This is an optimization exercise on Yosys and OpenROAD, whose aim is a short achievable clock period and few clock cycles per item, not a production implementation. The RTL was checked by simulation tests, not by an equivalence proof against the original design. Power is estimated from default activity; no workload was simulated.

==> design.v <==
module y86_decode_one (
    input  wire [79:0] bytes,
    input  wire [3:0]  avail,
    output reg  [2:0]  outcome,      
    output wire [3:0]  icode,
    output wire [3:0]  ifun,
    output wire [3:0]  ra,
    output wire [3:0]  rb,
    output wire [63:0] valc,
    output reg  [3:0]  len,          
    output wire [79:0] raw,          
    output reg  [3:0]  fail_offset,
    output reg  [3:0]  fail_nbytes,
    output wire [71:0] fail_bytes    
);
    wire [7:0] b0 = bytes[7:0];
    wire [7:0] b1 = bytes[15:8];
    assign icode = b0[7:4];
    assign ifun  = b0[3:0];
    reg       need_reg;
    reg       need_imm;
    reg [3:0] fnmax;
    reg       opcode_ok;
    always @(*) begin
        need_reg  = 1'b0;
        need_imm  = 1'b0;
        fnmax     = 4'd0;
        opcode_ok = 1'b1;
        case (icode)
            4'h0: ;                                           
            4'h1: ;                                           
            4'h2: begin need_reg = 1'b1; fnmax = 4'd6; end    
            4'h3: begin need_reg = 1'b1; need_imm = 1'b1; end  
            4'h4: begin need_reg = 1'b1; need_imm = 1'b1; end  
            4'h5: begin need_reg = 1'b1; need_imm = 1'b1; end  
            4'h6: begin need_reg = 1'b1; fnmax = 4'd6; end    
            4'h7: begin need_imm = 1'b1; fnmax = 4'd6; end    
            4'h8: begin need_imm = 1'b1; end                  
            4'h9: ;                                           
            4'hA: begin need_reg = 1'b1; end                  
            4'hB: begin need_reg = 1'b1; end                  
            default: opcode_ok = 1'b0;
        endcase
    end
    wire [3:0] sel_a = b1[7:4];
    wire [3:0] sel_b = b1[3:0];
    wire       real_a = (sel_a != 4'hF);
    wire       real_b = (sel_b != 4'hF);
    reg slots_ok;
    always @(*) begin
        case (icode)
            4'h3:       slots_ok = !real_a &&  real_b;
            4'hA, 4'hB: slots_ok =  real_a && !real_b;
            default:    slots_ok =  real_a &&  real_b;
        endcase
    end
    assign ra = need_reg ? sel_a : 4'hF;
    assign rb = need_reg ? sel_b : 4'hF;
    wire [63:0] imm_at1 = bytes[71:8];
    wire [63:0] imm_at2 = bytes[79:16];
    assign valc = !need_imm ? 64'd0 : (need_reg ? imm_at2 : imm_at1);
    always @(*) begin
        len = 4'd1 + {3'd0, need_reg} + (need_imm ? 4'd8 : 4'd0);
    end
    always @(*) begin
        outcome     = 3'd0;
        fail_offset = 4'd0;
        fail_nbytes = 4'd1;
        if (avail == 4'd0) begin
            outcome     = 3'd1;
            fail_nbytes = 4'd0;
        end else if (!opcode_ok) begin
            outcome = 3'd2;
        end else if (ifun > fnmax) begin
            outcome = 3'd3;
        end else if (need_reg && avail < 4'd2) begin
            outcome     = 3'd5;
            fail_offset = 4'd1;
        end else if (need_reg && !slots_ok) begin
            outcome     = 3'd4;
            fail_offset = 4'd1;
            fail_nbytes = 4'd2;
        end else if (avail < len) begin
            outcome     = 3'd5;
            fail_offset = avail;
            fail_nbytes = avail;
        end
    end
    genvar i;
    generate
        for (i = 0; i < 10; i = i + 1) begin : g_raw
            assign raw[8*i +: 8] = (i < len) ? bytes[8*i +: 8] : 8'd0;
        end
        for (i = 0; i < 9; i = i + 1) begin : g_fail
            assign fail_bytes[8*i +: 8] = (i < fail_nbytes) ? bytes[8*i +: 8] : 8'd0;
        end
    endgenerate
endmodule
module y86_decoder (
    input  wire        clk,
    input  wire        rst,
    input  wire [63:0] start_addr,
    input  wire [63:0] stream_len,
    output wire        mem_req_valid,
    input  wire        mem_req_ready,
    output wire [60:0] mem_req_addr,
    input  wire        mem_resp_valid,
    input  wire [63:0] mem_resp_data,
    output wire        out_valid,
    input  wire        out_ready,
    output wire [63:0] out_addr,
    output wire [3:0]  out_icode,
    output wire [3:0]  out_ifun,
    output wire [3:0]  out_ra,
    output wire [3:0]  out_rb,
    output wire [63:0] out_valc,
    output wire [3:0]  out_len,
    output wire [79:0] out_bytes,
    output reg  [1:0]  status,       
    output reg  [2:0]  fail_reason,
    output reg  [3:0]  fail_offset,
    output reg  [3:0]  fail_nbytes,
    output reg  [71:0] fail_bytes,
    output wire [63:0] stop_addr
);
    reg  [60:0]  fw;         
    reg          rq_v;
    reg  [3:0]   nalloc;     
    reg  [2:0]   rp;         
    reg  [2:0]   ptw;        
    reg  [511:0] buff;       
    reg  [7:0]   ld;         
    reg  [5:0]   pa;         
    reg          vT;
    reg  [5:0]   q;          
    reg  [57:0]  hiT;        
    reg  [63:0]  RT;         
    reg  [1:0]   spT;        
    reg          ini;        
    reg  [63:0]  sn;         
    reg          vW;
    reg  [79:0]  win;
    reg  [3:0]   avW;
    reg  [63:0]  curW;
    reg          o_valid;
    reg  [63:0]  o_addr;
    reg  [3:0]   o_icode, o_ifun, o_ra, o_rb, o_len;
    reg  [63:0]  o_valc;
    reg  [79:0]  o_bytes;
    reg  [63:0]  o_stop;
    reg          done;
    wire [5:0] nxt_a [0:63];
    wire [1:0] spn_a [0:63];
    genvar i;
    generate
        for (i = 0; i < 64; i = i + 1) begin : g_pos
            wire [3:0] ic = buff[8*i+4 +: 4];
            reg  [3:0] ln;
            always @(*) begin
                case (ic)
                    4'h2, 4'h6, 4'hA, 4'hB: ln = 4'd2;
                    4'h3, 4'h4, 4'h5:       ln = 4'd10;
                    4'h7, 4'h8:             ln = 4'd9;
                    default:                ln = 4'd1;
                endcase
            end
            wire [5:0] pos  = i;
            wire [4:0] last = {2'b00, pos[2:0]} + {1'b0, ln} - 5'd1;
            assign nxt_a[i] = pos + {2'b00, ln};
            assign spn_a[i] = last[4:3];
        end
    endgenerate
    wire adv   = !o_valid || out_ready;               
    wire [2:0] qw = q[5:3];
    wire t_ok  = ld[qw] && (spT == 2'd0 || ld[qw + 3'd1]) && (spT != 2'd2 || ld[qw + 3'd2]);
    wire go    = !done && adv && ld[pa[5:3]] && (!vT || t_ok);
    wire t_mv  = vT && t_ok && adv && !done;          
    wire [5:0]  delta = pa - q;                      
    wire [63:0] RT_n  = RT - {58'd0, delta};
    wire        wrap  = (pa < q);
    wire [63:0] curT  = {hiT, q};
    wire [591:0] buf2 = {buff[79:0], buff};
    wire [79:0]  winT = buf2[{q, 3'b000} +: 80];
    wire [3:0]   avT  = (RT[63:4] != 60'd0) ? 4'd10 : (RT[3:0] > 4'd10) ? 4'd10 : RT[3:0];
    wire       acc   = rq_v && mem_req_ready;
    wire [2:0] nfree = qw - ptw;
    wire [3:0] base  = nalloc - {1'b0, nfree};
    assign mem_req_valid = rq_v;
    assign mem_req_addr  = fw;
    integer k;
    always @(posedge clk) begin
        if (mem_resp_valid)
            buff[64*rp +: 64] <= mem_resp_data;
        if (rst) begin
            fw     <= start_addr[63:3];
            rq_v   <= 1'b1;
            nalloc <= 4'd1;
            rp     <= start_addr[5:3];
            ptw    <= start_addr[5:3];
            ld     <= 8'd0;
        end else begin
            if (acc)
                fw <= fw + 61'd1;
            if (rq_v && !acc) begin
                nalloc <= base;
            end else if (base[3] == 1'b0) begin
                rq_v   <= 1'b1;
                nalloc <= base + 4'd1;
            end else begin
                rq_v   <= 1'b0;
                nalloc <= base;
            end
            ptw <= qw;
            for (k = 0; k < 8; k = k + 1) begin
                if (((k[2:0] - ptw) < nfree))
                    ld[k] <= 1'b0;
                if (mem_resp_valid && rp == k[2:0])
                    ld[k] <= 1'b1;
            end
            if (mem_resp_valid)
                rp <= rp + 3'd1;
        end
    end
    always @(posedge clk) begin
        if (rst) begin
            pa   <= start_addr[5:0];
            vT   <= 1'b0;
            q    <= start_addr[5:0];
            hiT  <= start_addr[63:6];
            sn   <= stream_len;
            ini  <= 1'b1;
            vW   <= 1'b0;
            o_valid <= 1'b0;
            done    <= 1'b0;
            status  <= 2'd0;
        end else begin
            ini <= 1'b0;
            if (ini)
                RT <= (curT >= sn) ? 64'd0 : sn - curT;
            if (go) begin
                pa  <= nxt_a[pa];
                vT  <= 1'b1;
                q   <= pa;
                spT <= spn_a[pa];
                if (wrap)
                    hiT <= hiT + 58'd1;
                RT  <= RT_n;
            end else if (t_mv) begin
                vT  <= 1'b0;
            end
            if (adv && !done) begin
                vW   <= t_mv;
                win  <= winT;
                avW  <= avT;
                curW <= curT;
            end
            if (adv && !done) begin
                o_valid <= 1'b0;
                if (vW) begin
                    if (dec_outcome == 3'd0) begin
                        o_valid <= 1'b1;
                    end else begin
                        done        <= 1'b1;
                        status      <= (dec_outcome == 3'd1) ? 2'd1 : 2'd2;
                        fail_reason <= dec_outcome;
                        fail_offset <= dec_fail_offset;
                        fail_nbytes <= dec_fail_nbytes;
                        fail_bytes  <= dec_fail_bytes;
                    end
                end
            end
        end
    end
    wire [2:0]  dec_outcome;
    wire [3:0]  dec_icode, dec_ifun, dec_ra, dec_rb, dec_len;
    wire [63:0] dec_valc;
    wire [79:0] dec_raw;
    wire [3:0]  dec_fail_offset;
    wire [3:0]  dec_fail_nbytes;
    wire [71:0] dec_fail_bytes;
    y86_decode_one u_dec (
        .bytes       (win),
        .avail       (avW),
        .outcome     (dec_outcome),
        .icode       (dec_icode),
        .ifun        (dec_ifun),
        .ra          (dec_ra),
        .rb          (dec_rb),
        .valc        (dec_valc),
        .len         (dec_len),
        .raw         (dec_raw),
        .fail_offset (dec_fail_offset),
        .fail_nbytes (dec_fail_nbytes),
        .fail_bytes  (dec_fail_bytes)
    );
    always @(posedge clk) begin
        if (adv && !done && vW) begin
            o_addr  <= curW;
            o_icode <= dec_icode;
            o_ifun  <= dec_ifun;
            o_ra    <= dec_ra;
            o_rb    <= dec_rb;
            o_valc  <= dec_valc;
            o_len   <= dec_len;
            o_bytes <= dec_raw;
            o_stop  <= curW;
        end
    end
    assign out_valid = o_valid;
    assign out_addr  = o_addr;
    assign out_icode = o_icode;
    assign out_ifun  = o_ifun;
    assign out_ra    = o_ra;
    assign out_rb    = o_rb;
    assign out_valc  = o_valc;
    assign out_len   = o_len;
    assign out_bytes = o_bytes;
    assign stop_addr = o_stop;
endmodule
==> run.sh <==
#!/bin/bash
# synth_recipe.tcl (not shown) runs the flow's synth.tcl, then flattens the netlist and writes it again
# the make line also repeats each setting of config.mk as NAME=value (left out here)
make -C /OpenROAD-flow-scripts/flow DESIGN_CONFIG=/design/flow/config.mk WORK_HOME=/design/flow/orfs CLKGATE_MAP_FILE= SYNTH_SCRIPT=/design/flow/synth_recipe.tcl finish
==> config.mk <==
export PLATFORM = sky130hd
export DESIGN_NAME = y86_decoder
export DESIGN_NICKNAME = y86_decoder
export VERILOG_FILES = /design/flow/design.v
export SDC_FILE = /design/flow/constraint.sdc
export NUM_CORES = 4
export LEC_CHECK = 0
export CAP_MARGIN = 20
export CORE_MARGIN = 2
export CORE_UTILIZATION = 40
export PLACE_DENSITY = 0.6
export SLEW_MARGIN = 20
==> constraint.sdc <==
create_clock -name core_clock -period 9.0 [get_ports {clk}]
set_input_delay 1.8000 -clock core_clock [delete_from_list [all_inputs] [get_ports {clk}]]
set_output_delay 1.8000 -clock core_clock [all_outputs]
set_load 0.01 [all_outputs]
==> results.yml, run 1 <==
timing:
  maxSlewHeadroom: 0.08815
  skew_ps: 43.27
  holdWs_ps: 399.6
  finalHoldViolCount: 0
  fin_crit_ps: 5187
  fin_ws_ps: 3813
  setup_violations: 0
  rsz0062_at_grt: "no"
  tns_ps: 0
  slew_viol_final: 0
  post-route-period-util: 0.5764
  worst_slew_pin_slew_ps: 1330
  fmax_mhz: 192.8
cts:
  clock_sinks: 1445
  postCtsHoldBufs: 0
  postCtsSetupBuffers: 0
  clk_pin_slew_worst_paths_ps: 60
  clock-root-buffer: "clkbuf_16"
  clock_path_buffers: 3
  h-tree-depth: 4
  cts_resized: 0
  numCtsBuffers: 164
  insertion_delay_ps: 850
  cts_tree: "done"
layout:
  largest_register_ffs: 512
  stdcell_count: 11160
  fillers: 20170
  final_nets: 8397
  top_register: "buff"
  syn_to_final_growth_pct: 15.66
  final_area_um2: 104900
  drive_above_1_share: 0.1664
drt:
  drtAntennaViolNets: 0
  drtPass1Iterations: 8
  wirelength_um: 367700
  via_per_inst: 6.467
  drtIter0Drc: 9989
  drc_errors: 0
  avgRoutedWirePerCell_um: 32.96
  vias: 72150
placement:
  dp_slack_ps: 3744
  place_area_um2: 99410
  gp_congestion: 1.033
  port_buffers: 635
  dp_hpwl_um: 275900
  placed_cells: 10840
floorplan:
  chipHeight_um: 480.2
  fp.dieArea_um2: 230600
  die_width_um: 480.2
  num_io_pins: 637
  core-area_um2: 225100
  rows: 174
  start_util: 0.4029
global_routing:
  antenna_found_initial: 29
  grt_pass1_vias: 66700
  grt_max_degree: 160
  grt_overflow: 0
  grt_use_total: 0.3080
  grt_pass1_wl_um: 511900
worst_setup_path:
  r2r-start: "rp[0]$_DFFE_PP_"
  end_kind: "flip-flop"
  worstPathArrival_ps: 5850
  reg2reg_slack_ps: 3810
  rr_worst_depth: 11
  crit_start: "rp[0]$_DFFE_PP_"
  critPathKind: "flip-flop to flip-flop"
  critPathMaxFanout: 34
  critPathLaunchType: "flip-flop"
  required_ps: 9670
  worstSetupEndpoint: "g_pos[41].ln[1]$_DFF_P_"
  reg2reg_to: "g_pos[41].ln[1]$_DFF_P_"
synthesis:
  synth_cell_types: 84
  netlist_area_um2: 90710
  synth_area_per_cell_um2: 11.71
  yosysWarnings: 2
  syn_inst: 7745
  synthArstFlopShare: 0
  seq_area_frac_synth: 0.4542
  ys_ff_latch: 1445
  synth-edff-count: 1226
  synth-main-ff-cell: "edfxtp_1"
flow_run:
  cap_violations: 0
power:
  p_leak_nw: 37.95
  power.switching_w: 0.009415
  ir_drop_mv: 0.1736
  sw_frac_of_total: 0.3715
  seq_power_share: 0.385
  pwr-share-comb: 0.344
  power_frac_clock: 0.271
  p_int_w: 0.01592
  power_density_nw_per_um2: 241.5
worst_hold_path:
  hp-class: "flip-flop to flip-flop"
run_status:
  status: "no timing/DRC/antenna violations"
routing by layer:
layer,global-route usage,up-vias,part of all wire
li1,-,30460,-
met1,0.4241,36480,0.41
met2,0.4556,4482,0.43
met3,0.08508,708,0.11
met4,0.1295,16,0.048
met5,0,-,0.00027
synthesized netlist by cell type (all sizes together), types with 47 or more instances:
library cell  count  share of area
buf             260          0.015
mux2            318          0.039
a21o             47         0.0039
and2            118         0.0081
xnor2           175          0.017
a22oi            62         0.0051
nor2b           156          0.011
o21ai           333          0.018
ha              178          0.025
a22o            491          0.047
nand3           135         0.0076
nand2           446          0.018
nand4            50         0.0034
mux2i           432          0.048
clkbuf          413          0.017
nor2            577          0.024
mux4            544           0.14
xor2             60         0.0058
a211oi           89         0.0074
edfxtp         1226           0.41
a21oi           428          0.024
nor3            107         0.0059
inv             285          0.012
and3             80         0.0055
o22ai            69         0.0048
dfxtp           219          0.048
kinds of logic (layout without fill, tap and decap cells):
kind of cell,Yosys count,in the layout,share of synthesized area
buffers and inverters,961,1371,0.04388
XOR/XNOR,235,235,0.02269
AND/OR/NAND/NOR,1813,1813,0.09490
multiplexers,1294,1294,0.2222
AO/OA/AOI/OAI,1813,1813,0.1364
flip-flops,1445,1445,0.4542
other,1,10,0.00004134
adder cells (fa/ha/maj),183,183,0.02566
placed cells by master (no fill, tap or decap), drive strengths merged, types with 16 or more instances in the layout:
master	count
a22o	491
a31oi	44
ha	178
o21a	32
a21boi	36
nand2	446
dfxtp	219
xnor2	175
and3	80
o21ai	333
mux2	318
o22ai	69
mux2i	432
a21oi	428
nor4	38
o211ai	16
o31ai	19
o31a	16
nor3	107
buf	146
nand3	135
nand4	50
nor2	577
or3	33
a211oi	89
a22oi	62
xor2	60
a32oi	17
clkbuf	213
edfxtp	1226
a21o	47
and2	118
clkdlybuf4s50	633
nor2b	156
inv	296
clkinv	65
o21bai	17
nand2b	25
mux4	544
layout make-up:
| cell class | count | area [µm²] | area share |
|---|---|---|---|
| multi-input combinational | 5339 | 45800 | 0.4365 |
| sequential | 1445 | 41200 | 0.3927 |
| timing repair buffer | 779 | 7615 | 0.07258 |
| clock buffer | 213 | 4528 | 0.04316 |
| tap | 2992 | 3744 | 0.03568 |
| inverter | 288 | 1105 | 0.01053 |
| clock inverter | 91 | 899.6 | 0.008575 |
| antenna | 9 | 22.52 | 0.0002147 |
worst min path at each step:
stage,from,endpoint,slack (ps),depth (start not counted)
3_5_place_dp,curW[17]$_DFFE_PP_,o_addr[17]$_DFFE_PP_,400,0
3_3_place_gp,curW[26]$_DFFE_PP_,o_addr[26]$_DFFE_PP_,400,0
2_1_floorplan,curW[0]$_DFFE_PP_,o_addr[0]$_DFFE_PP_,400,0
4_1_cts,curW[8]$_DFFE_PP_,o_addr[8]$_DFFE_PP_,400,0
6_report,curW[8]$_DFFE_PP_,o_addr[8]$_DFFE_PP_,400,0
5_1_grt,curW[8]$_DFFE_PP_,o_addr[8]$_DFFE_PP_,410,0
power groups by stage:
stage | clock network, W | logic [W] | registers, W
2_1_floorplan | 0 | 0.00568 | 0.00909
3_3_place_gp | 0 | 0.00841 | 0.00981
3_5_place_dp | 0 | 0.00850 | 0.00982
4_1_cts | 0.00693 | 0.00854 | 0.00969
5_1_grt | 0.00717 | 0.00925 | 0.00978
6_report | 0.00687 | 0.00873 | 0.00975
critical path: stages (launching register included):
cell      delay (ps)
edfxtp_1         610
inv_1            230
ha_1             210
ha_1             440
inv_1            140
ha_2             880
buf_4            600
nor2b_1          420
a22o_1           330
mux2i_1          250
mux2i_1          790
inv_1             90
through the flow:
stage          power, W  utilization
2_1_floorplan   0.01478            -
6_report        0.02534       0.4661
3_3_place_gp    0.01823       0.4412
4_1_cts         0.02516       0.4657
3_5_place_dp    0.01832       0.4416
5_1_grt         0.02619       0.4660
Testbench counts, summed over its fixed seeds: cycles 10,215, items 9,152.
==> run 2: changes to the inputs <==
--- a/design.v
+++ b/design.v
@@ -123,3 +123,3 @@
     output reg  [71:0] fail_bytes,
-    output wire [63:0] stop_addr
+    output reg  [63:0] stop_addr
 );
@@ -136,6 +136,8 @@
     reg  [57:0]  hiT;        
-    reg  [63:0]  RT;         
     reg  [1:0]   spT;        
     reg          ini;        
-    reg  [63:0]  sn;         
+    reg  [57:0]  nh;         
+    reg  [5:0]   nl;         
+    reg  [57:0]  nh1;        
+    reg          empty;      
     reg          vW;
@@ -149,3 +151,9 @@
     reg  [79:0]  o_bytes;
-    reg  [63:0]  o_stop;
+    reg          sk_v;
+    reg  [63:0]  s_addr;
+    reg  [3:0]   s_icode, s_ifun, s_ra, s_rb, s_len;
+    reg  [63:0]  s_valc;
+    reg  [79:0]  s_bytes;
+    reg          tpend;      
+    reg          tend;       
     reg          done;
@@ -172,14 +180,17 @@
     endgenerate
-    wire adv   = !o_valid || out_ready;               
-    wire [2:0] qw = q[5:3];
-    wire t_ok  = ld[qw] && (spT == 2'd0 || ld[qw + 3'd1]) && (spT != 2'd2 || ld[qw + 3'd2]);
-    wire go    = !done && adv && ld[pa[5:3]] && (!vT || t_ok);
-    wire t_mv  = vT && t_ok && adv && !done;          
-    wire [5:0]  delta = pa - q;                      
-    wire [63:0] RT_n  = RT - {58'd0, delta};
-    wire        wrap  = (pa < q);
-    wire [63:0] curT  = {hiT, q};
+    wire       adv  = !sk_v;                          
+    wire [2:0] qw   = q[5:3];
+    wire       t_ok = ld[qw] && (spT == 2'd0 || ld[qw + 3'd1]) && (spT != 2'd2 || ld[qw + 3'd2]);
+    wire       go   = adv && ld[pa[5:3]] && (!vT || t_ok);
+    wire       t_mv = adv && vT && t_ok;              
+    wire        wrap = (pa < q);
+    wire [63:0] curT = {hiT, q};
+    wire        eq0  = (hiT == nh);
+    wire        eq1  = (hiT == nh1);
+    wire [6:0]  rem7 = {eq1, nl} - {1'b0, q};
+    wire [3:0]  avT  = empty ? 4'd0 :
+                       (!eq0 && !eq1) ? 4'd10 :
+                       (rem7 >= 7'd10) ? 4'd10 : rem7[3:0];
     wire [591:0] buf2 = {buff[79:0], buff};
     wire [79:0]  winT = buf2[{q, 3'b000} +: 80];
-    wire [3:0]   avT  = (RT[63:4] != 60'd0) ? 4'd10 : (RT[3:0] > 4'd10) ? 4'd10 : RT[3:0];
     wire       acc   = rq_v && mem_req_ready;
@@ -223,12 +234,42 @@
     end
+    wire [2:0]  dec_outcome;
+    wire [3:0]  dec_icode, dec_ifun, dec_ra, dec_rb, dec_len;
+    wire [63:0] dec_valc;
+    wire [79:0] dec_raw;
+    wire [3:0]  dec_fail_offset;
+    wire [3:0]  dec_fail_nbytes;
+    wire [71:0] dec_fail_bytes;
+    y86_decode_one u_dec (
+        .bytes       (win),
+        .avail       (avW),
+        .outcome     (dec_outcome),
+        .icode       (dec_icode),
+        .ifun        (dec_ifun),
+        .ra          (dec_ra),
+        .rb          (dec_rb),
+        .valc        (dec_valc),
+        .len         (dec_len),
+        .raw         (dec_raw),
+        .fail_offset (dec_fail_offset),
+        .fail_nbytes (dec_fail_nbytes),
+        .fail_bytes  (dec_fail_bytes)
+    );
+    wire live   = !tpend && !done;
+    wire rec_v  = adv && vW && live && (dec_outcome == 3'd0);    
+    wire term   = adv && vW && live && (dec_outcome != 3'd0);    
+    wire o_free = !o_valid || out_ready;
     always @(posedge clk) begin
         if (rst) begin
-            pa   <= start_addr[5:0];
-            vT   <= 1'b0;
-            q    <= start_addr[5:0];
-            hiT  <= start_addr[63:6];
-            sn   <= stream_len;
-            ini  <= 1'b1;
-            vW   <= 1'b0;
+            pa    <= start_addr[5:0];
+            vT    <= 1'b0;
+            q     <= start_addr[5:0];
+            hiT   <= start_addr[63:6];
+            nh    <= stream_len[63:6];
+            nl    <= stream_len[5:0];
+            ini   <= 1'b1;
+            vW    <= 1'b0;
             o_valid <= 1'b0;
+            sk_v    <= 1'b0;
+            tpend   <= 1'b0;
+            tend    <= 1'b0;
             done    <= 1'b0;
@@ -237,4 +278,6 @@
             ini <= 1'b0;
-            if (ini)
-                RT <= (curT >= sn) ? 64'd0 : sn - curT;
+            if (ini) begin
+                nh1   <= nh - 58'd1;
+                empty <= (curT >= {nh, nl});
+            end
             if (go) begin
@@ -246,3 +289,2 @@
                     hiT <= hiT + 58'd1;
-                RT  <= RT_n;
             end else if (t_mv) begin
@@ -250,3 +292,3 @@
             end
-            if (adv && !done) begin
+            if (adv) begin
                 vW   <= t_mv;
@@ -256,16 +298,27 @@
             end
-            if (adv && !done) begin
-                o_valid <= 1'b0;
-                if (vW) begin
-                    if (dec_outcome == 3'd0) begin
-                        o_valid <= 1'b1;
-                    end else begin
-                        done        <= 1'b1;
-                        status      <= (dec_outcome == 3'd1) ? 2'd1 : 2'd2;
-                        fail_reason <= dec_outcome;
-                        fail_offset <= dec_fail_offset;
-                        fail_nbytes <= dec_fail_nbytes;
-                        fail_bytes  <= dec_fail_bytes;
-                    end
+            if (sk_v) begin
+                if (o_free) begin
+                    o_valid <= 1'b1;
+                    sk_v    <= 1'b0;
                 end
+            end else begin
+                if (o_free)
+                    o_valid <= rec_v;
+                else
+                    sk_v    <= rec_v;
+            end
+            if (term) begin
+                fail_reason <= dec_outcome;
+                fail_offset <= dec_fail_offset;
+                fail_nbytes <= dec_fail_nbytes;
+                fail_bytes  <= dec_fail_bytes;
+                stop_addr   <= curW;
+                tend        <= (dec_outcome == 3'd1);
+            end
+            if ((term || tpend) && !sk_v && o_free) begin
+                done   <= 1'b1;
+                tpend  <= 1'b0;
+                status <= (term ? (dec_outcome == 3'd1) : tend) ? 2'd1 : 2'd2;
+            end else if (term) begin
+                tpend  <= 1'b1;
             end
@@ -273,35 +326,33 @@
     end
-    wire [2:0]  dec_outcome;
-    wire [3:0]  dec_icode, dec_ifun, dec_ra, dec_rb, dec_len;
-    wire [63:0] dec_valc;
-    wire [79:0] dec_raw;
-    wire [3:0]  dec_fail_offset;
-    wire [3:0]  dec_fail_nbytes;
-    wire [71:0] dec_fail_bytes;
-    y86_decode_one u_dec (
-        .bytes       (win),
-        .avail       (avW),
-        .outcome     (dec_outcome),
-        .icode       (dec_icode),
-        .ifun        (dec_ifun),
-        .ra          (dec_ra),
-        .rb          (dec_rb),
-        .valc        (dec_valc),
-        .len         (dec_len),
-        .raw         (dec_raw),
-        .fail_offset (dec_fail_offset),
-        .fail_nbytes (dec_fail_nbytes),
-        .fail_bytes  (dec_fail_bytes)
-    );
     always @(posedge clk) begin
-        if (adv && !done && vW) begin
-            o_addr  <= curW;
-            o_icode <= dec_icode;
-            o_ifun  <= dec_ifun;
-            o_ra    <= dec_ra;
-            o_rb    <= dec_rb;
-            o_valc  <= dec_valc;
-            o_len   <= dec_len;
-            o_bytes <= dec_raw;
-            o_stop  <= curW;
+        if (o_free) begin
+            if (sk_v) begin
+                o_addr  <= s_addr;
+                o_icode <= s_icode;
+                o_ifun  <= s_ifun;
+                o_ra    <= s_ra;
+                o_rb    <= s_rb;
+                o_valc  <= s_valc;
+                o_len   <= s_len;
+                o_bytes <= s_bytes;
+            end else begin
+                o_addr  <= curW;
+                o_icode <= dec_icode;
+                o_ifun  <= dec_ifun;
+                o_ra    <= dec_ra;
+                o_rb    <= dec_rb;
+                o_valc  <= dec_valc;
+                o_len   <= dec_len;
+                o_bytes <= dec_raw;
+            end
+        end
+        if (!sk_v) begin
+            s_addr  <= curW;
+            s_icode <= dec_icode;
+            s_ifun  <= dec_ifun;
+            s_ra    <= dec_ra;
+            s_rb    <= dec_rb;
+            s_valc  <= dec_valc;
+            s_len   <= dec_len;
+            s_bytes <= dec_raw;
         end
@@ -317,3 +368,2 @@
     assign out_bytes = o_bytes;
-    assign stop_addr = o_stop;
 endmodule
--- a/config.mk
+++ b/config.mk
@@ -7,2 +7,3 @@
 export LEC_CHECK = 0
+export ABC_CLOCK_PERIOD_IN_PS = 3000
 export CAP_MARGIN = 20
@@ -11,2 +12,3 @@
 export PLACE_DENSITY = 0.6
+export SETUP_SLACK_MARGIN = 5
 export SLEW_MARGIN = 20
==> run 2 against run 1 <==
Net effect: critical path type unchanged; register-to-register slack better by 1100 ps; global-route usage is 0.54 points higher; design area increased by 8.2%; die area grew 6.5%; clock skew rose by 42 ps; power rose by 19%; maximum frequency grew 26%; setup slack improved by 1100 ps; critical path depth unchanged; final cell count is 3.4% higher; utilization is 0.62 points higher; via count up 2.1%; largest cell class is now flip-flops and latches.
==> results.yml, run 2 <==
floorplan:
  core-area_um2: 240300
  die_width_um: 495.5
  start_util: 0.4021
  num_io_pins: 637
  chipHeight_um: 495.5
  fp.dieArea_um2: 245500
  rows: 180
layout:
  largest_register_ffs: 512
  mostFrequentLayoutCell: "edfxtp_1"
  drive_above_1_share: 0.1881
  final_nets: 8544
  syn_to_final_growth_pct: 17.45
  stdcell_count: 11540
  final_cell_mix: "1294 x edfxtp_1, 634 x clkdlybuf4s50_1, 608 x nand2_1"
  top_register: "buff"
power:
  power_frac_clock: 0.275
  power_density_nw_per_um2: 265.4
  total_power_w: 0.03012
  power.switching_w: 0.01078
  pwr-share-comb: 0.325
  ir_drop_mv: 0.2113
  sw_frac_of_total: 0.3579
  p_leak_nw: 41.82
  p_int_w: 0.01934
  seq_power_share: 0.400
drt:
  drc_errors: 0
  wirelength_um: 398300
  vias: 73680
  avgRoutedWirePerCell_um: 34.53
  drtIter0Drc: 10090
  via_per_inst: 6.388
  drtPass1Iterations: 9
  drtAntennaViolNets: 0
flow_run:
  cap_violations: 0
synthesis:
  synth_cell_types: 79
  synth_top_area_share: 0.4021
  yosysWarnings: 2
  syn_inst: 7742
  synth_largest_area_cell: "edfxtp_1"
  seq_area_frac_synth: 0.4953
  synth-edff-count: 1294
  ys_ff_latch: 1744
  netlist_area_um2: 96630
  synth-main-ff-cell: "edfxtp_1"
  synthTopCellsByArea: "edfxtp_1 40%, mux4_2 13%, dfxtp_1 9.3%"
  synthTopCellsByCount: "1294 x edfxtp_1, 613 x nand2_1, 574 x mux4_2"
  synth.most_common_cell: "edfxtp_1"
  synthArstFlopShare: 0
  synth_area_per_cell_um2: 12.48
worst_setup_path:
  cpMostUsedCell: "buf_4"
  reg2reg_slack_ps: 4890
  r2r-start: "rp[0]$_DFFE_PP_"
  rr_worst_depth: 11
  reg2reg_to: "g_pos[8].ln[0]$_DFF_P_"
  end_kind: "flip-flop"
  cp_slowest_cell: "mux2i_2"
  path_cells: "buf_4 > or3_1 > ha_2 > buf_6 > nor2b_1 > buf_4 > a22o_1 > mux2i_2 > inv_1 > a21oi_1 > mux2i_1"
  required_ps: 9720
  worstPathArrival_ps: 4830
  slowest_delay_ps: 630
  critPathMaxFanout: 57
  critPathLaunchType: "flip-flop"
  critPathKind: "flip-flop to flip-flop"
global_routing:
  grt_max_degree: 183
  grt_overflow: 0
  antenna_found_initial: 55
  grt_use_total: 0.3135
  grt_pass1_vias: 68460
  grt_pass1_wl_um: 546400
timing:
  rsz0062_at_grt: "yes"
  skew_ps: 85.15
  fmax_mhz: 243.3
  slew_viol_final: 0
  tns_ps: 0
  maxSlewHeadroom: 0.1649
  setup_violations: 0
  post-route-period-util: 0.4568
  fin_crit_ps: 4111
  worst_slew_pin_slew_ps: 1253
  finalHoldViolCount: 0
  fin_ws_ps: 4889
worst_hold_path:
  hold_start: "curW[50]$_DFFE_PP_"
  hp-class: "flip-flop to flip-flop"
  holdPathStages: 0
  hold_path_end: "stop_addr[50]$_DFFE_PP_"
cts:
  insertion_delay_ps: 910
  cts_tree: "done"
  clock_path_buffers: 3
  clock_sinks: 1744
  clk_pin_slew_worst_paths_ps: 60
  numCtsBuffers: 193
  h-tree-depth: 4
  postCtsHoldBufs: 0
  clock-root-buffer: "clkbuf_16"
placement:
  placed_cells: 11120
  gp_congestion: 0.9924
  port_buffers: 636
  dp_slack_ps: 4164
  dp_hpwl_um: 287700
run_status:
  status: "no timing/DRC/antenna violations"
## run 2: cells by family (layout without fill, tap and decap cells)
kind of cell / count (synthesis) / after routing / synth area share
compound gates: 1632 / 1632 / 0.1177
fa+ha+maj: 181 / 181 / 0.02367
other cells: 0 / 13 / 0
mux: 1378 / 1378 / 0.2224
flops: 1744 / 1744 / 0.4953
simple gates: 1734 / 1741 / 0.08357
buf+inv: 835 / 1423 / 0.03575
xor+xnor: 238 / 238 / 0.02157
## run 2: routing by layer
layer / global-route usage / vias up / wire length, µm
li1: - / 30780 / -
met2: 0.4660 / 4632 / 173000
met1: 0.4289 / 37430 / 159400
met3: 0.08840 / 819 / 45760
met5: 0.002124 / - / 264
met4: 0.1316 / 22 / 19910
## run 2: final cells by class
| cell class | instances | area, µm² |
|---|---|---|
| inverter | 255 | 985.9 |
| clock buffer | 293 | 5643 |
| sequential | 1744 | 47870 |
| multi-input combinational | 5170 | 45790 |
| fill | 21220 | 126800 |
| antenna | 13 | 32.53 |
| timing repair buffer | 802 | 8175 |
| tap | 3185 | 3985 |
| clock inverter | 73 | 1011 |
## run 2: critical path: cells and delay by family, from the launching register on
kind,cells,cell delay (ps)
DFF,1,410
AOI/OAI and AO/OA,2,500
buffers and inverters,4,1180
adders and majority gates,1,400
and+or+nand+nor,2,690
muxes,2,740
## run 2: power groups by stage
stage / Clock (W) / Combinational (W) / Sequential, W
after floorplan: 0 / 0.00589 / 0.0113
after global placement: 0 / 0.00926 / 0.0121
after detailed placement: 0 / 0.00938 / 0.0121
after CTS: 0.00834 / 0.00955 / 0.0120
after global routing: 0.00864 / 0.0103 / 0.0121
final: 0.00827 / 0.00980 / 0.0121
## run 2: worst max-delay path by stage
| stage | cells past startpoint | start | endpoint |
|---|---|---|---|
| detailed placement | 6 | mem_resp_valid | g_pos[48].ln[1]$_DFF_P_ |
| CTS | 10 | rp[0]$_DFFE_PP_ | g_pos[58].ln[1]$_DFF_P_ |
| finish | 11 | rp[0]$_DFFE_PP_ | g_pos[8].ln[0]$_DFF_P_ |
| global route | 12 | rp[1]$_DFFE_PP_ | g_pos[11].ln[0]$_DFF_P_ |
| global placement | 7 | u_dec.need_reg$_DFF_P_ | fail_bytes[35]$_SDFFCE_PP0P_ |
| floorplan | 3 | rst | fail_bytes[0]$_SDFFCE_PP0P_ |
## run 2: what timing repair did
| item | 4_1_cts | 5_1_grt |
|---|---|---|
| resized for setup | 41 | 39 |
| gates cloned | 10 | 4 |
| pin swaps | 10 | 3 |
| endpoints found under the setup margin | 342 | 139 |
| buffers inserted | 17 | 2 |
## run 2: stage by stage
| stage | hold slack (ps) | utilization | area [µm²] |
|---|---|---|---|
| 2_1_floorplan | 418.5 | - | 96810 |
| 3_3_place_gp | 425.6 | 0.4411 | 106000 |
| 3_5_place_dp | 431.1 | 0.4413 | 106100 |
| 4_1_cts | 444.9 | 0.4710 | 113200 |
| 5_1_grt | 457.7 | 0.4723 | 113500 |
| 6_report | 443.6 | 0.4723 | 113500 |
Testbench counts of run 2, summed over its fixed seeds: cycles 10,215, items 9,152.
==> run 3: changes to the inputs <==
--- a/design.v
+++ b/design.v
@@ -19,27 +19,9 @@
     assign ifun  = b0[3:0];
-    reg       need_reg;
-    reg       need_imm;
-    reg [3:0] fnmax;
-    reg       opcode_ok;
-    always @(*) begin
-        need_reg  = 1'b0;
-        need_imm  = 1'b0;
-        fnmax     = 4'd0;
-        opcode_ok = 1'b1;
-        case (icode)
-            4'h0: ;                                           
-            4'h1: ;                                           
-            4'h2: begin need_reg = 1'b1; fnmax = 4'd6; end    
-            4'h3: begin need_reg = 1'b1; need_imm = 1'b1; end  
-            4'h4: begin need_reg = 1'b1; need_imm = 1'b1; end  
-            4'h5: begin need_reg = 1'b1; need_imm = 1'b1; end  
-            4'h6: begin need_reg = 1'b1; fnmax = 4'd6; end    
-            4'h7: begin need_imm = 1'b1; fnmax = 4'd6; end    
-            4'h8: begin need_imm = 1'b1; end                  
-            4'h9: ;                                           
-            4'hA: begin need_reg = 1'b1; end                  
-            4'hB: begin need_reg = 1'b1; end                  
-            default: opcode_ok = 1'b0;
-        endcase
-    end
+    wire is2 = (icode == 4'h2), is3 = (icode == 4'h3), is4 = (icode == 4'h4),
+         is5 = (icode == 4'h5), is6 = (icode == 4'h6), is7 = (icode == 4'h7),
+         is8 = (icode == 4'h8), isA = (icode == 4'hA), isB = (icode == 4'hB);
+    wire       need_reg  = is2 | is3 | is4 | is5 | is6 | isA | isB;
+    wire       need_imm  = is3 | is4 | is5 | is7 | is8;
+    wire [3:0] fnmax     = (is2 | is6 | is7) ? 4'd6 : 4'd0;
+    wire       opcode_ok = (icode < 4'hC);
     wire [3:0] sel_a = b1[7:4];
@@ -48,10 +30,5 @@
     wire       real_b = (sel_b != 4'hF);
-    reg slots_ok;
-    always @(*) begin
-        case (icode)
-            4'h3:       slots_ok = !real_a &&  real_b;
-            4'hA, 4'hB: slots_ok =  real_a && !real_b;
-            default:    slots_ok =  real_a &&  real_b;
-        endcase
-    end
+    wire slots_ok = is3        ? (!real_a &&  real_b) :
+                    (isA | isB) ? ( real_a && !real_b) :
+                                  ( real_a &&  real_b);
     assign ra = need_reg ? sel_a : 4'hF;
@@ -133,7 +110,7 @@
     reg  [5:0]   pa;         
-    reg          vT;
-    reg  [5:0]   q;          
-    reg  [57:0]  hiT;        
-    reg  [1:0]   spT;        
+    reg  [57:0]  hia;        
+    reg          inc;        
     reg          ini;        
+    reg          ini2;       
+    reg          c_gt, c_eq, c_ge;    
     reg  [57:0]  nh;         
@@ -141,2 +118,3 @@
     reg  [57:0]  nh1;        
+    reg  [57:0]  nh2;        
     reg          empty;      
@@ -157,2 +135,4 @@
     reg          tpend;      
+    reg  [79:0]  tw_win;     
+    reg  [3:0]   tw_av;      
     reg          tend;       
@@ -160,3 +140,4 @@
     wire [5:0] nxt_a [0:63];
-    wire [1:0] spn_a [0:63];
+    wire       ok_a  [0:63];
+    wire       wrp_a [0:63];
     genvar i;
@@ -165,15 +146,14 @@
             wire [3:0] ic = buff[8*i+4 +: 4];
-            reg  [3:0] ln;
-            always @(*) begin
-                case (ic)
-                    4'h2, 4'h6, 4'hA, 4'hB: ln = 4'd2;
-                    4'h3, 4'h4, 4'h5:       ln = 4'd10;
-                    4'h7, 4'h8:             ln = 4'd9;
-                    default:                ln = 4'd1;
-                endcase
-            end
+            wire       l2 = (ic == 4'h2) | (ic == 4'h6) | (ic == 4'hA) | (ic == 4'hB);
+            wire       l9 = (ic == 4'h7) | (ic == 4'h8);
+            wire       lA = (ic == 4'h3) | (ic == 4'h4) | (ic == 4'h5);
+            wire [3:0] ln = lA ? 4'd10 : l9 ? 4'd9 : l2 ? 4'd2 : 4'd1;
             wire [5:0] pos  = i;
             wire [4:0] last = {2'b00, pos[2:0]} + {1'b0, ln} - 5'd1;
-            assign nxt_a[i] = pos + {2'b00, ln};
-            assign spn_a[i] = last[4:3];
+            wire [2:0] w0   = pos[5:3];
+            wire [6:0] nx   = {1'b0, pos} + {3'b000, ln};
+            assign nxt_a[i] = nx[5:0];
+            assign wrp_a[i] = nx[6];
+            assign ok_a[i]  = ld[w0] && (last[4:3] == 2'd0 || ld[w0 + 3'd1]) &&
+                              (last[4:3] != 2'd2 || ld[w0 + 3'd2]);
         end
@@ -181,11 +161,9 @@
     wire       adv  = !sk_v;                          
-    wire [2:0] qw   = q[5:3];
-    wire       t_ok = ld[qw] && (spT == 2'd0 || ld[qw + 3'd1]) && (spT != 2'd2 || ld[qw + 3'd2]);
-    wire       go   = adv && ld[pa[5:3]] && (!vT || t_ok);
-    wire       t_mv = adv && vT && t_ok;              
-    wire        wrap = (pa < q);
-    wire [63:0] curT = {hiT, q};
-    wire        eq0  = (hiT == nh);
-    wire        eq1  = (hiT == nh1);
-    wire [6:0]  rem7 = {eq1, nl} - {1'b0, q};
+    wire [2:0] qw   = pa[5:3];                        
+    wire       go   = adv && ok_a[pa];
+    wire [57:0] hia1 = hia + 58'd1;
+    wire [63:0] curT = {inc ? hia1 : hia, pa};
+    wire        eq0  = inc ? (hia == nh1) : (hia == nh);
+    wire        eq1  = inc ? (hia == nh2) : (hia == nh1);
+    wire [6:0]  rem7 = {eq1, nl} - {1'b0, pa};
     wire [3:0]  avT  = empty ? 4'd0 :
@@ -194,3 +172,3 @@
     wire [591:0] buf2 = {buff[79:0], buff};
-    wire [79:0]  winT = buf2[{q, 3'b000} +: 80];
+    wire [79:0]  winT = buf2[{pa, 3'b000} +: 80];
     wire       acc   = rq_v && mem_req_ready;
@@ -238,5 +216,6 @@
     wire [79:0] dec_raw;
-    wire [3:0]  dec_fail_offset;
-    wire [3:0]  dec_fail_nbytes;
-    wire [71:0] dec_fail_bytes;
+    wire [2:0]  f_outcome;
+    wire [3:0]  f_offset;
+    wire [3:0]  f_nbytes;
+    wire [71:0] f_bytes;
     y86_decode_one u_dec (
@@ -252,5 +231,20 @@
         .raw         (dec_raw),
-        .fail_offset (dec_fail_offset),
-        .fail_nbytes (dec_fail_nbytes),
-        .fail_bytes  (dec_fail_bytes)
+        .fail_offset (),
+        .fail_nbytes (),
+        .fail_bytes  ()
+    );
+    y86_decode_one u_fail (
+        .bytes       (tw_win),
+        .avail       (tw_av),
+        .outcome     (f_outcome),
+        .icode       (),
+        .ifun        (),
+        .ra          (),
+        .rb          (),
+        .valc        (),
+        .len         (),
+        .raw         (),
+        .fail_offset (f_offset),
+        .fail_nbytes (f_nbytes),
+        .fail_bytes  (f_bytes)
     );
@@ -263,5 +257,4 @@
             pa    <= start_addr[5:0];
-            vT    <= 1'b0;
-            q     <= start_addr[5:0];
-            hiT   <= start_addr[63:6];
+            hia   <= start_addr[63:6];
+            inc   <= 1'b0;
             nh    <= stream_len[63:6];
@@ -269,2 +262,3 @@
             ini   <= 1'b1;
+            ini2  <= 1'b0;
             vW    <= 1'b0;
@@ -277,19 +271,20 @@
         end else begin
-            ini <= 1'b0;
+            ini  <= 1'b0;
+            ini2 <= ini;
             if (ini) begin
-                nh1   <= nh - 58'd1;
-                empty <= (curT >= {nh, nl});
+                nh1  <= nh - 58'd1;
+                nh2  <= nh - 58'd2;
+                c_gt <= (curT[63:32] >  {nh, nl[5:0]} >> 32);
+                c_eq <= (curT[63:32] == {nh, nl[5:0]} >> 32);
+                c_ge <= (curT[31:0]  >= {nh[25:0], nl});
             end
-            if (go) begin
+            if (ini2)
+                empty <= c_gt || (c_eq && c_ge);
+            if (inc)
+                hia <= hia1;
+            inc <= go && wrp_a[pa];
+            if (go)
                 pa  <= nxt_a[pa];
-                vT  <= 1'b1;
-                q   <= pa;
-                spT <= spn_a[pa];
-                if (wrap)
-                    hiT <= hiT + 58'd1;
-            end else if (t_mv) begin
-                vT  <= 1'b0;
-            end
             if (adv) begin
-                vW   <= t_mv;
+                vW   <= go;
                 win  <= winT;
@@ -310,13 +305,11 @@
             if (term) begin
-                fail_reason <= dec_outcome;
-                fail_offset <= dec_fail_offset;
-                fail_nbytes <= dec_fail_nbytes;
-                fail_bytes  <= dec_fail_bytes;
-                stop_addr   <= curW;
-                tend        <= (dec_outcome == 3'd1);
+                tw_win    <= win;
+                tw_av     <= avW;
+                stop_addr <= curW;
+                tend      <= (dec_outcome == 3'd1);
             end
-            if ((term || tpend) && !sk_v && o_free) begin
+            if (((term && dec_outcome == 3'd1) || tpend) && !sk_v && o_free) begin
                 done   <= 1'b1;
                 tpend  <= 1'b0;
-                status <= (term ? (dec_outcome == 3'd1) : tend) ? 2'd1 : 2'd2;
+                status <= (term || tend) ? 2'd1 : 2'd2;
             end else if (term) begin
@@ -327,2 +320,6 @@
     always @(posedge clk) begin
+        fail_reason <= f_outcome;
+        fail_offset <= f_offset;
+        fail_nbytes <= f_nbytes;
+        fail_bytes  <= f_bytes;
         if (o_free) begin
==> run 3 against run 2 <==
Net effect: still clean; setup slack better by 62 ps; global-route usage is 4.2 points higher; register-to-register slack better by 60 ps; sequential share of layout area is 0.21 points lower; utilization is 0.075 points lower; count of clock-buffer cells in the layout is 55 lower; combinational power is 23% higher.
==> results.yml, run 3 <==
floorplan:
  rows: 178
  num_io_pins: 637
  chipHeight_um: 489.5
  core-area_um2: 234700
  fp.dieArea_um2: 239600
  start_util: 0.4017
  die_width_um: 489.5
synthesis:
  syn_inst: 8131
  synth_largest_area_cell: "edfxtp_1"
  synthTopCellsByArea: "edfxtp_1 41%, mux4_2 9.9%, dfxtp_1 8.4%"
  synthArstFlopShare: 0
  synth.most_common_cell: "edfxtp_1"
  synth_area_per_cell_um2: 11.60
  synth-main-ff-cell: "edfxtp_1"
  yosysWarnings: 2
  synth_cell_types: 101
  synth_top_area_share: 0.4083
  ys_ff_latch: 1678
  synth-edff-count: 1282
  netlist_area_um2: 94290
  seq_area_frac_synth: 0.4924
  synthTopCellsByCount: "1282 x edfxtp_1, 817 x nand2_1, 571 x nor2_1"
timing:
  fmax_mhz: 247.0
  skew_ps: 50.05
  post-route-period-util: 0.4499
  rsz0062_at_grt: "yes"
  maxSlewHeadroom: 0.1715
  fin_crit_ps: 4049
  finalHoldViolCount: 0
  tns_ps: 0
  setup_violations: 0
  worst_slew_pin_slew_ps: 1243
  slew_viol_final: 0
worst_setup_path:
  cp_top_family: "buffers and inverters"
  required_ps: 9540
  critPathLaunchType: "flip-flop"
  critPathMaxFanout: 164
  reg2reg_to: "win[7]$_DFFE_PP_"
  path_buf_inv: 2
  worstPathArrival_ps: 4590
  r2r-start: "pa[1]$_DFFE_PP_"
  slowest_delay_ps: 710
  cpMostUsedCell: "nor2_1"
  cp_num_cells: 9
  end_kind: "flip-flop"
  path_cells: "buf_16 > buf_12 > mux2_2 > nor2_1 > nor2_1 > mux2i_1 > nor2_1 > a21oi_1 > o211ai_1"
  reg2reg_slack_ps: 4950
  cp_slowest_cell: "o211ai_1"
  rr_worst_depth: 9
  critPathKind: "flip-flop to flip-flop"
cts:
  clk_pin_slew_worst_paths_ps: 60
  insertion_delay_ps: 890
  cts_tree: "done"
  clock_sinks: 1678
  clock-root-buffer: "clkbuf_16"
  h-tree-depth: 4
  clock_path_buffers: 3
  postCtsHoldBufs: 0
  numCtsBuffers: 186
power:
  p_leak_nw: 40.43
  power_density_nw_per_um2: 292.2
  total_power_w: 0.03234
  ir_drop_mv: 0.1645
drt:
  via_per_inst: 6.493
  drc_errors: 0
  wirelength_um: 440200
  drtPass1Iterations: 6
  drtIter0Drc: 11830
  drtAntennaViolNets: 0
  avgRoutedWirePerCell_um: 37.59
  vias: 76020
layout:
  mostFrequentLayoutCell: "edfxtp_1"
  final_cell_mix: "1282 x edfxtp_1, 808 x nand2_1, 634 x clkdlybuf4s50_1"
  final_nets: 8716
  syn_to_final_growth_pct: 17.39
  drive_above_1_share: 0.1633
  largest_register_ffs: 512
  top_register: "buff"
flow_run:
  cap_violations: 0
worst_hold_path:
  hold_start: "tw_win[71]$_DFFE_PP_"
  holdPathStages: 1
  hp-class: "flip-flop to flip-flop"
  hold_path_end: "fail_bytes[71]$_SDFF_PP0_"
global_routing:
  grt_use_total: 0.3556
  grt_pass1_vias: 70310
  grt_pass1_wl_um: 594600
  antenna_found_initial: 53
  grt_overflow: 0
  grt_max_degree: 184
placement:
  dp_hpwl_um: 327400
  gp_congestion: 1.075
  port_buffers: 636
run_status:
  status: "no timing/DRC/antenna violations"
-- run 3: changes by cell type in the layout (fill, tap and decap cells not counted), moves of 47 or more --
cell,delta
nor2_1,+104
a31oi_1,+47
dfxtp_1,-70
inv_1,-93
o21ai_0,-117
mux4_2,-160
ha_1,-49
and2_1,+53
o31ai_1,+90
mux2i_1,-76
xnor2_1,+93
nand2_1,+200
xor2_1,+63
mux2_2,-66
-- run 3: report_power, final --
part,switching [W],leakage [nW],internal (W)
sequential,0.00196,16.1,0.0101
clock,0.00347,3.17,0.00473
combinational,0.00728,21.2,0.00479
-- run 3: cells by family after synthesis --
kind of cell / share of synthesized area
and+or+nand+nor: 0.1106
AOI/OAI and AO/OA: 0.1311
DFF: 0.4924
muxes: 0.1725
buffers and inverters: 0.03783
xor gates and xnor gates: 0.03789
adders and majority gates: 0.01776
-- run 3: metrics by stage --
stage          hold slack, ps  cell area [µm²]  setup WS, ps  cells    util
5_1_grt                 455.3           110700          4786  11700  0.4714
6_report                439.3           110700          4951  11710  0.4715
2_1_floorplan           411.7            94410          4181   8131       -
3_5_place_dp            428.7           103200          3920  11320  0.4396
4_1_cts                 441.7           110100          4741  11680  0.4690
3_3_place_gp            423.1           103100          3886  11320  0.4394
-- run 3: worst reg2reg max path: stages (launching register included) --
cell and delay (ps):
edfxtp_1 420, buf_16 360, buf_12 860, mux2_2 330, nor2_1 50, nor2_1 600, mux2i_1 230, nor2_1 130
a21oi_1 60, o211ai_1 710
-- run 3: worst max-delay path by stage --
stage	from	end	slack [ps]
after detailed placement	inc$_SDFF_PP0_	c_gt$_DFFE_PP_	3920
after global placement	inc$_SDFF_PP0_	c_gt$_DFFE_PP_	3890
final	pa[1]$_DFFE_PP_	win[7]$_DFFE_PP_	4950
after floorplan	rst	avW[0]$_SDFFCE_PP0P_	4180
after CTS	hia[31]$_DFF_P_	c_gt$_DFFE_PP_	4740
after global routing	inc$_SDFF_PP0_	c_gt$_DFFE_PP_	4790
-- run 3: area by class of cell --
class / count / area, µm²
multi-input cells: 5549 / 44820
diodes: 15 / 37.54
clock inverters: 106 / 1430
flip-flops and latches: 1678 / 46450
repair buffers: 811 / 8272
fillers: 21210 / 124100
clock buffers: 238 / 5094
inverters: 161 / 645.6
well taps: 3150 / 3941
-- run 3: repair_timing --
action / CTS / global route
resized for setup: 66 / 81
pin swaps: 3 / 5
endpoints found under the hold margin: 0 / 0
setup buffers: 8 / 11
gates cloned: 3 / 5
endpoints found under the setup margin: 205 / 234
-- run 3: metal layers --
layer,up-vias,share of wire,wire [µm],track usage
met5,-,0.00058,257,0
met4,34,0.049,21520,0.1526
met3,775,0.12,53400,0.1087
met2,5070,0.42,186200,0.5134
met1,38740,0.41,178800,0.4920
li1,31410,-,-,-
Testbench counts of run 3, summed over its fixed seeds: cycles 10,145, items 9,152.
==> run 4: changes to the inputs <==
--- a/design.v
+++ b/design.v
@@ -102,2 +102,12 @@
 );
+    reg          rst_r;      
+    reg  [63:0]  sa;         
+    reg  [57:0]  nh;         
+    reg  [5:0]   nl;         
+    reg          ini;        
+    reg          ini2;       
+    reg  [57:0]  nh1;        
+    reg  [57:0]  nh2;        
+    reg          c_gt, c_eq, c_ge;    
+    reg          empty;      
     reg  [60:0]  fw;         
@@ -108,14 +118,9 @@
     reg  [511:0] buff;       
+    reg  [127:0] lc;         
     reg  [7:0]   ld;         
+    reg  [63:0]  poh;        
     reg  [5:0]   pa;         
+    reg  [7:0]   woh;        
     reg  [57:0]  hia;        
     reg          inc;        
-    reg          ini;        
-    reg          ini2;       
-    reg          c_gt, c_eq, c_ge;    
-    reg  [57:0]  nh;         
-    reg  [5:0]   nl;         
-    reg  [57:0]  nh1;        
-    reg  [57:0]  nh2;        
-    reg          empty;      
     reg          vW;
@@ -135,17 +140,12 @@
     reg          tpend;      
+    reg          tend;       
     reg  [79:0]  tw_win;     
     reg  [3:0]   tw_av;      
-    reg          tend;       
     reg          done;
-    wire [5:0] nxt_a [0:63];
-    wire       ok_a  [0:63];
-    wire       wrp_a [0:63];
-    genvar i;
+    wire [63:0] ok_v, wrp_v, nxt_oh, lc0_v, lc1_v;
+    genvar i, j;
     generate
         for (i = 0; i < 64; i = i + 1) begin : g_pos
-            wire [3:0] ic = buff[8*i+4 +: 4];
-            wire       l2 = (ic == 4'h2) | (ic == 4'h6) | (ic == 4'hA) | (ic == 4'hB);
-            wire       l9 = (ic == 4'h7) | (ic == 4'h8);
-            wire       lA = (ic == 4'h3) | (ic == 4'h4) | (ic == 4'h5);
-            wire [3:0] ln = lA ? 4'd10 : l9 ? 4'd9 : l2 ? 4'd2 : 4'd1;
+            wire [1:0] c    = lc[2*i +: 2];
+            wire [3:0] ln   = (c == 2'd0) ? 4'd1 : (c == 2'd1) ? 4'd2 : (c == 2'd2) ? 4'd9 : 4'd10;
             wire [5:0] pos  = i;
@@ -154,6 +154,11 @@
             wire [6:0] nx   = {1'b0, pos} + {3'b000, ln};
-            assign nxt_a[i] = nx[5:0];
-            assign wrp_a[i] = nx[6];
-            assign ok_a[i]  = ld[w0] && (last[4:3] == 2'd0 || ld[w0 + 3'd1]) &&
+            assign lc0_v[i] = c[0];
+            assign lc1_v[i] = c[1];
+            assign wrp_v[i] = nx[6];
+            assign ok_v[i]  = ld[w0] && (last[4:3] == 2'd0 || ld[w0 + 3'd1]) &&
                               (last[4:3] != 2'd2 || ld[w0 + 3'd2]);
+            assign nxt_oh[i] = (poh[(i + 63) % 64] && lc[2*((i + 63) % 64) +: 2] == 2'd0) ||
+                               (poh[(i + 62) % 64] && lc[2*((i + 62) % 64) +: 2] == 2'd1) ||
+                               (poh[(i + 55) % 64] && lc[2*((i + 55) % 64) +: 2] == 2'd2) ||
+                               (poh[(i + 54) % 64] && lc[2*((i + 54) % 64) +: 2] == 2'd3);
         end
@@ -161,6 +166,8 @@
     wire       adv  = !sk_v;                          
-    wire [2:0] qw   = pa[5:3];                        
-    wire       go   = adv && ok_a[pa];
+    wire       go   = adv && !rst_r && |(poh & ok_v);
+    wire [1:0] lcur = {|(poh & lc1_v), |(poh & lc0_v)};
+    wire [5:0] pa_n = pa + ((lcur == 2'd0) ? 6'd1 : (lcur == 2'd1) ? 6'd2 :
+                            (lcur == 2'd2) ? 6'd9 : 6'd10);
     wire [57:0] hia1 = hia + 58'd1;
-    wire [63:0] curT = {inc ? hia1 : hia, pa};
+    wire [63:0] curA = {inc ? hia1 : hia, pa};
     wire        eq0  = inc ? (hia == nh1) : (hia == nh);
@@ -168,9 +175,59 @@
     wire [6:0]  rem7 = {eq1, nl} - {1'b0, pa};
-    wire [3:0]  avT  = empty ? 4'd0 :
+    wire [3:0]  avA  = empty ? 4'd0 :
                        (!eq0 && !eq1) ? 4'd10 :
                        (rem7 >= 7'd10) ? 4'd10 : rem7[3:0];
-    wire [591:0] buf2 = {buff[79:0], buff};
-    wire [79:0]  winT = buf2[{pa, 3'b000} +: 80];
+    wire [191:0] w3;
+    generate
+        for (j = 0; j < 192; j = j + 1) begin : g_w3
+            wire [7:0] m;
+            for (i = 0; i < 8; i = i + 1) begin : g_m
+                assign m[i] = woh[i] && buff[64*((i + j / 64) % 8) + j % 64];
+            end
+            assign w3[j] = |m;
+        end
+    endgenerate
+    wire [79:0] winA = w3[{pa[2:0], 3'b000} +: 80];
+    wire [7:0]  woh_n;
+    generate
+        for (i = 0; i < 8; i = i + 1) begin : g_woh
+            assign woh_n[i] = |nxt_oh[8*i +: 8];
+        end
+    endgenerate
+    always @(posedge clk) begin
+        if (rst_r) begin
+            poh <= 64'd1 << start_addr[5:0];
+            pa  <= start_addr[5:0];
+            woh <= 8'd1 << start_addr[5:3];
+            hia <= start_addr[63:6];
+            inc <= 1'b0;
+        end else begin
+            if (inc)
+                hia <= hia1;
+            inc <= go && |(poh & wrp_v);
+            if (go) begin
+                poh <= nxt_oh;
+                pa  <= pa_n;
+                woh <= woh_n;
+            end
+        end
+    end
+    always @(posedge clk) begin
+        rst_r <= rst;
+        sa    <= start_addr;
+        nh    <= stream_len[63:6];
+        nl    <= stream_len[5:0];
+        ini   <= rst;
+        ini2  <= ini;
+        if (ini) begin
+            nh1  <= nh - 58'd1;
+            nh2  <= nh - 58'd2;
+            c_gt <= (sa[63:32] >  {nh[57:26]});
+            c_eq <= (sa[63:32] == {nh[57:26]});
+            c_ge <= (sa[31:0]  >= {nh[25:0], nl});
+        end
+        if (ini2)
+            empty <= c_gt || (c_eq && c_ge);
+    end
     wire       acc   = rq_v && mem_req_ready;
-    wire [2:0] nfree = qw - ptw;
+    wire [2:0] nfree = rst_r ? 3'd0 : pa[5:3] - ptw;
     wire [3:0] base  = nalloc - {1'b0, nfree};
@@ -178,6 +235,22 @@
     assign mem_req_addr  = fw;
+    wire [15:0] lcw;
+    generate
+        for (i = 0; i < 8; i = i + 1) begin : g_lcw
+            wire [3:0] ic = mem_resp_data[8*i+4 +: 4];
+            assign lcw[2*i +: 2] = ((ic == 4'h3) || (ic == 4'h4) || (ic == 4'h5)) ? 2'd3 :
+                                   ((ic == 4'h7) || (ic == 4'h8))                 ? 2'd2 :
+                                   ((ic == 4'h2) || (ic == 4'h6) ||
+                                    (ic == 4'hA) || (ic == 4'hB))                 ? 2'd1 : 2'd0;
+        end
+        for (i = 0; i < 8; i = i + 1) begin : g_slot
+            always @(posedge clk) begin
+                if (mem_resp_valid && rp == i) begin
+                    buff[64*i +: 64] <= mem_resp_data;
+                    lc[16*i +: 16]   <= lcw;
+                end
+            end
+        end
+    endgenerate
     integer k;
     always @(posedge clk) begin
-        if (mem_resp_valid)
-            buff[64*rp +: 64] <= mem_resp_data;
         if (rst) begin
@@ -201,3 +274,4 @@
             end
-            ptw <= qw;
+            if (!rst_r)
+                ptw <= pa[5:3];
             for (k = 0; k < 8; k = k + 1) begin
@@ -256,10 +330,3 @@
         if (rst) begin
-            pa    <= start_addr[5:0];
-            hia   <= start_addr[63:6];
-            inc   <= 1'b0;
-            nh    <= stream_len[63:6];
-            nl    <= stream_len[5:0];
-            ini   <= 1'b1;
-            ini2  <= 1'b0;
-            vW    <= 1'b0;
+            vW      <= 1'b0;
             o_valid <= 1'b0;
@@ -271,24 +338,4 @@
         end else begin
-            ini  <= 1'b0;
-            ini2 <= ini;
-            if (ini) begin
-                nh1  <= nh - 58'd1;
-                nh2  <= nh - 58'd2;
-                c_gt <= (curT[63:32] >  {nh, nl[5:0]} >> 32);
-                c_eq <= (curT[63:32] == {nh, nl[5:0]} >> 32);
-                c_ge <= (curT[31:0]  >= {nh[25:0], nl});
-            end
-            if (ini2)
-                empty <= c_gt || (c_eq && c_ge);
-            if (inc)
-                hia <= hia1;
-            inc <= go && wrp_a[pa];
-            if (go)
-                pa  <= nxt_a[pa];
-            if (adv) begin
-                vW   <= go;
-                win  <= winT;
-                avW  <= avT;
-                curW <= curT;
-            end
+            if (adv)
+                vW <= go;
             if (sk_v) begin
@@ -304,8 +351,4 @@
             end
-            if (term) begin
-                tw_win    <= win;
-                tw_av     <= avW;
-                stop_addr <= curW;
-                tend      <= (dec_outcome == 3'd1);
-            end
+            if (term)
+                tend <= (dec_outcome == 3'd1);
             if (((term && dec_outcome == 3'd1) || tpend) && !sk_v && o_free) begin
@@ -320,2 +363,12 @@
     always @(posedge clk) begin
+        if (adv) begin
+            win  <= winA;
+            avW  <= avA;
+            curW <= curA;
+        end
+        if (adv && vW && live) begin
+            tw_win    <= win;
+            tw_av     <= avW;
+            stop_addr <= curW;
+        end
         fail_reason <= f_outcome;
--- a/config.mk
+++ b/config.mk
@@ -10,4 +10,4 @@
 export CORE_MARGIN = 2
-export CORE_UTILIZATION = 40
-export PLACE_DENSITY = 0.6
+export CORE_UTILIZATION = 60
+export PLACE_DENSITY = 0.7
 export SETUP_SLACK_MARGIN = 5
==> run 4 against run 3 <==
Net effect: still clean on timing, DRC and antenna; area after synthesis is 13% lower; power fell by 27%; routed wire length is 37% lower; die area fell by 42%; global-route usage is 3.1 points higher; clock skew shrank 0.66 ps; register-to-register slack better by 170 ps; maximum frequency increased by 2.0%; critical path depth down 8; worst hold slack got worse by 9.0 ps; utilization increased by 24 points; via count is 22% lower; critical path type is now flip-flop to output pin.
==> results.yml, run 4 <==
timing:
  maxSlewHeadroom: 0.2213
  fin_crit_ps: 3971
  finalHoldViolCount: 0
  worst_slew_pin_slew_ps: 1159
  setup_violations: 0
  tns_ps: 0
  fin_ws_ps: 5029
  slew_viol_final: 0
  fmax_mhz: 251.8
  holdWs_ps: 430.4
  post-route-period-util: 0.4412
  rsz0062_at_grt: "no"
  skew_ps: 49.39
synthesis:
  synthTopCellsByArea: "edfxtp_1 52%, dfxtp_1 13%, a22oi_1 4.7%"
  synth.most_common_cell: "edfxtp_1"
  netlist_area_um2: 81730
  yosysWarnings: 2
  synth-edff-count: 1421
  seq_area_frac_synth: 0.6497
  synth_largest_area_cell: "edfxtp_1"
  syn_inst: 6460
  synthTopCellsByCount: "1421 x edfxtp_1, 586 x nand2_1, 521 x dfxtp_1"
  synth_area_per_cell_um2: 12.65
  synth_cell_types: 95
  synth-main-ff-cell: "edfxtp_1"
  ys_ff_latch: 1942
  synth_top_area_share: 0.5221
  synthArstFlopShare: 0
worst_hold_path:
  hold_start: "tw_win[25]$_DFFE_PP_"
  hp-class: "flip-flop to flip-flop"
layout:
  final_cell_mix: "1421 x edfxtp_1, 635 x clkdlybuf4s50_1, 586 x nand2_1"
  largest_register_ffs: 512
  syn_to_final_growth_pct: 17.50
  top_register: "buff"
  mostFrequentLayoutCell: "edfxtp_1"
  drive_above_1_share: 0.08575
  final_nets: 7292
  fillers: 9391
worst_setup_path:
  reg2reg_slack_ps: 5120
  r2r-start: "poh[28]$_DFFE_PP_"
  critPathKind: "flip-flop to output pin"
  path_cells: "clkdlybuf4s50_1"
  critPathLaunchType: "flip-flop"
  cp_num_cells: 1
  path_buf_inv: 1
  worstPathArrival_ps: 2170
  cp_top_family: "buffers and inverters"
  required_ps: 7200
  slowest_delay_ps: 890
  reg2reg_to: "pa[1]$_DFFE_PP_"
  end_kind: "output pin"
  rr_worst_depth: 8
  worstSetupEndpoint: "mem_req_addr[3]"
  cp_slowest_cell: "clkdlybuf4s50_1"
  crit_start: "fw[3]$_DFFE_PP_"
  critPathMaxFanout: 5
drt:
  vias: 59550
  wl_met2_um: 123900
  wirelength_um: 275700
  wl_met1_um: 103500
  avgRoutedWirePerCell_um: 30.84
  drtIter0Drc: 9219
  drtPass1Iterations: 7
  dr_wl_met3_um: 33050
  maxUsedRoutingLayer: "met5"
  drc_errors: 0
  via_per_inst: 6.663
  drtAntennaViolNets: 0
floorplan:
  num_io_pins: 637
  die_width_um: 373.1
  chipHeight_um: 373.1
  fp.dieArea_um2: 139200
  rows: 135
  core-area_um2: 135300
  start_util: 0.6041
cts:
  h-tree-depth: 4
  clock_sinks: 1942
  insertion_delay_ps: 840
  numCtsBuffers: 188
  clk_pin_slew_worst_paths_ps: 70
  postCtsHoldBufs: 0
  clock-root-buffer: "clkbuf_16"
  clock_path_buffers: 3
  cts_tree: "done"
  postCtsSetupBuffers: 0
power:
  ir_drop_mv: 0.2658
  p_leak_nw: 33.69
  power_density_nw_per_um2: 244.3
global_routing:
  grt_overflow: 0
  grt_pass1_vias: 55540
  grt_pass1_wl_um: 391100
  grt_use_total: 0.3866
  antenna_found_initial: 33
  grt_max_degree: 178
placement:
  port_buffers: 636
  dp_hpwl_um: 196800
  dp_slack_ps: 4362
  gp_congestion: 1.065
flow_run:
  cap_violations: 0
run_status:
  status: "no timing/DRC/antenna violations"
[run 4: repair_timing]
action                                  in CTS  in global routing
pin swaps                                    0                  1
gates resized for setup                      1                  6
endpoints found under the setup margin      40                102
cloned                                       0                  2
[run 4: metal layers]
layer  global-route usage  vias up
met5                    0        -
met4               0.1933       20
met3              0.09346      612
met2               0.5830     4086
met1               0.5261    29330
li1                     -    25500
[run 4: cell families after synthesis]
family	after synthesis	synth area share
muxes	210	0.03216
xor gates and xnor gates	416	0.04458
AOI/OAI and AO/OA	1441	0.1190
buffers and inverters	554	0.02615
DFF	1942	0.6497
other	1	0.00004588
adders and majority gates	122	0.01904
and+or+nand+nor	1774	0.1093
[run 4: report_power, final]
part           internal, W  switching [W]
Combinational      0.00147        0.00222
Sequential          0.0107       0.000884
Clock              0.00468        0.00347
[run 4: how the worst min path moves through the flow]
| stage | endpoint | slack, ps | depth (start not counted) |
|---|---|---|---|
| floorplan | s_ra[0]$_DFF_P_ | 410 | 2 |
| global placement | empty$_DFFE_PP_ | 410 | 0 |
| detailed placement | fail_bytes[30]$_SDFF_PP0_ | 430 | 1 |
| CTS | fail_bytes[25]$_SDFF_PP0_ | 430 | 1 |
| global route | empty$_DFFE_PP_ | 440 | 0 |
| finish | fail_bytes[25]$_SDFF_PP0_ | 430 | 1 |
[run 4: final cells by class]
type	instances	area, µm²	area share
clock buffer	252	5210	0.05425
tap	1781	2228	0.02320
inverter	175	670.6	0.006983
clock inverter	102	1216	0.01266
timing repair buffer	694	6912	0.07197
antenna	20	50.05	0.0005212
sequential	1942	53110	0.5530
multi-input combinational	3972	26640	0.2774
[run 4: through the flow]
| step | utilization | total power (W) | instances | cell area [µm²] |
|---|---|---|---|---|
| global route | 0.7096 | 0.02410 | 8930 | 96010 |
| finish | 0.7098 | 0.02346 | 8938 | 96030 |
| CTS | 0.7088 | 0.02338 | 8914 | 95900 |
| detailed placement | 0.6613 | 0.01535 | 8560 | 89480 |
| global placement | 0.6613 | 0.01526 | 8560 | 89480 |
| floorplan | - | 0.01331 | 6466 | 81780 |
Testbench counts of run 4, summed over its fixed seeds: cycles 10,145, items 9,152.

[afterwards: timing with drivers on the ports]
Ports are ideal in the flow. The routed layouts listed here were re-timed in OpenROAD. Step 1 assumes that a clkbuf_16 drives the clock port and a buf_2 every other input. Step 2, shift: input delay + t, output delay - t, t = (earliest + latest rising clock arrival at the registers) / 2. This alone moves slack from input paths to output paths. Three values: ideal ports, drivers, drivers and shift; two values: the first two.
run	t (ns)	slack for setup (ns)
run 1	0.923	3.813 / 3.813 / 3.758
run 2	0.962	4.889 / 4.889 / 4.029
run 3	0.959	4.951 / 4.944 / 4.619
run 4	0.912	5.029 / 4.939 / 4.356
After both steps every run listed still meets setup and hold.
